Background: an optimization exercise with open tools, aiming at small area, a short achievable clock period and few clock cycles per item. Do not read the settings as production practice.
Function was checked by simulation only, so behaviour that the tests miss may differ from the original.
Power and IR drop assume default switching activity.

onyx:
Design btc, start of the top module:
module btc (
    input  wire        clk,
    input  wire        rst,         
    input  wire        in_valid,
    output wire        in_ready,
    input  wire [15:0] in_data,
    output wire        out_valid,
    input  wire        out_ready,
    output wire [15:0] out_data
);
Settings: LEC_CHECK=0, CAP_MARGIN=20, CORE_MARGIN=2, CORE_UTILIZATION=30, SLEW_MARGIN=20; clock period 12.5 ns.
standard.sh (not shown) runs the stock make flow with config.mk's settings and CLKGATE_MAP_FILE= SYNTH_SCRIPT=/design/flow/synth_recipe.tcl, a recipe that flattens the netlist after the stock synthesis.
==> flow/flow/run.sh <==
#!/bin/bash
set -euo pipefail
bash standard.sh SETUP_SLACK_MARGIN=8 finish > standard_flow.log 2>&1
Testbench counts of onyx, summed over its fixed seeds: cycles 13,444, items 3,281.
Modified inputs, ember compared to onyx
==> flow/flow/run.sh <==
#!/bin/bash
set -euo pipefail
bash standard.sh \
  SETUP_SLACK_MARGIN=9 \
  "BUFFER_PORTS_ARGS=-buffer_cell sky130_fd_sc_hd__buf_4" \
  "CTS_ARGS=-sink_clustering_enable -repair_clock_nets -sink_clustering_size 24 -buf_list sky130_fd_sc_hd__clkbuf_8 -dont_use_dummy_load" \
  finish > standard_flow.log 2>&1
[summary]
onyx ended up with in_valid as its launching element of the worst setup path; ember ended up with o0[4].
The maximum frequency reported for ember is greater than that of onyx by 0.0097 GHz.
The first-pass GRT wire length in ember was higher than what onyx gave.
Number of search-and-repair iterations in the first detailed-routing pass (ember over onyx): increase, 1
Compared with onyx, in ember number of DRC markers in iteration 0 -113; sum of internal, switching and leakage power dropped about 3%; routed wire length saw an increase; via count shows an increase of 3.8%.
Input-level comparison between quartz and ember:
==> flow/flow/run.sh <==
#!/bin/bash
set -euo pipefail
bash standard.sh SETUP_SLACK_MARGIN=9 finish > standard_flow.log 2>&1
--- a/flow/config.mk
+++ b/flow/config.mk
@@ -9,3 +9,3 @@
 export CORE_MARGIN = 2
-export CORE_UTILIZATION = 30
+export CORE_UTILIZATION = 50
 export SLEW_MARGIN = 20
Notes after the runs:
- quartz can be clocked faster than ember.
- quartz gives less post-route clock period utilization than ember did.
- NOTE total length of routed met2 wires ember->quartz decreased slightly
- Power per standard cell area: higher on quartz
- Re minimum clock period after layout: ember and quartz aren't equal, and the lower value belongs to quartz.
- Going from ember to quartz, fraction of layout instances using a drive strength above 1 went down by 2.1 points, clock-buffer cell count went down by about 22%, worst vdd rail ir drop went down by about 10%, initial core utilization went up by 20 points, tapcell count went down by 1207.
- In quartz the relative area change from synthesis to final layout turned out 0.65 points lower than in ember.

* * *

Another version of the RTL of btc (not shown whole).
Size in the first run: about 1,700 flip-flops, roughly 38 I/O pins.
==> flow/config.mk <==
export PLATFORM = sky130hd
export DESIGN_NAME = btc
export DESIGN_NICKNAME = btc
export VERILOG_FILES = /design/flow/design.v
export SDC_FILE = /design/flow/constraint.sdc
export NUM_CORES = 4
export LEC_CHECK = 0
export CAP_MARGIN = 20
export CORE_MARGIN = 2
export CORE_UTILIZATION = 45
export SLEW_MARGIN = 20
==> flow/constraint.sdc <==
create_clock -name core_clock -period 12.5 [get_ports {clk}]
set_input_delay 2.5000 -clock core_clock [delete_from_list [all_inputs] [get_ports {clk}]]
set_output_delay 2.5000 -clock core_clock [all_outputs]
set_load 0.01 [all_outputs]
==> flow/flow/run.sh <==
#!/bin/bash
set -euo pipefail
bash standard.sh \
  SETUP_SLACK_MARGIN=9.2 \
  "BUFFER_PORTS_ARGS=-buffer_cell sky130_fd_sc_hd__buf_4" \
  "CTS_ARGS=-sink_clustering_enable -repair_clock_nets -dont_use_dummy_load -sink_clustering_size 22 -sink_clustering_max_diameter 80" \
  finish > standard_flow.log 2>&1
The first run completed without violations.
Testbench counts at the start, summed over its fixed seeds: cycles 13,462, items 3,281.
Next try:
==> flow/flow/run.sh (replaced) <==
#!/bin/bash
set -euo pipefail
bash standard.sh \
  SETUP_SLACK_MARGIN=9 \
  "BUFFER_PORTS_ARGS=-buffer_cell sky130_fd_sc_hd__buf_4" \
  "CTS_ARGS=-sink_clustering_enable -repair_clock_nets -dont_use_dummy_load -sink_clustering_size 22 -sink_clustering_max_diameter 80" \
  finish > standard_flow.log 2>&1
Outcome: Design area came out lower by a few percent; total power shrinks slightly; routed wire length drops slightly; maximum frequency grows slightly; sequential share of layout area came out higher by 1.3 points; worst setup slack gains 38 ps; first-iteration DRC count climbs by a few percent; sequential power barely changes.

-- static timing again, ports no longer ideal --
No port has a modelled driver above. Below, the same layouts with a new extraction and two added sets of constraints. Step 1 assumes that a clkbuf_16 drives the clock port and a buf_2 every other input. Step 2, shift: input delay + t, output delay - t, t = (earliest + latest rising clock arrival at the registers) / 2. This alone moves slack from input paths to output paths. Slacks: ideal / step 1 / step 2; pairs: ideal / step 1.
run	t (ns)	slack for setup (ns)	worst setup path at the end	clock arrival spread, ns	slew at the worst register clock pin (ns)
onyx	0.883	8.099 / 8.110 / 7.272	input to register	0.072 / 0.072	0.07 / 0.07
ember	1.062	8.279 / 8.202 / 7.972	input to register	0.173 / 0.174	0.07 / 0.07
quartz	0.887	8.494 / 8.412 / 7.962	input to register	0.034 / 0.033	0.07 / 0.07
the first run of note 2	0.777	8.746 / 8.740 / 8.128	input to register	0.090 / 0.090	0.10 / 0.10
the second run of note 2	0.773	8.784 / 8.707 / 8.173	input to register	0.088 / 0.089	0.10 / 0.10
After both steps every run listed still meets setup and hold. For onyx, which loses most, drivers alone change the setup slack by +0.011 ns; drivers and shift together by -0.827 ns.
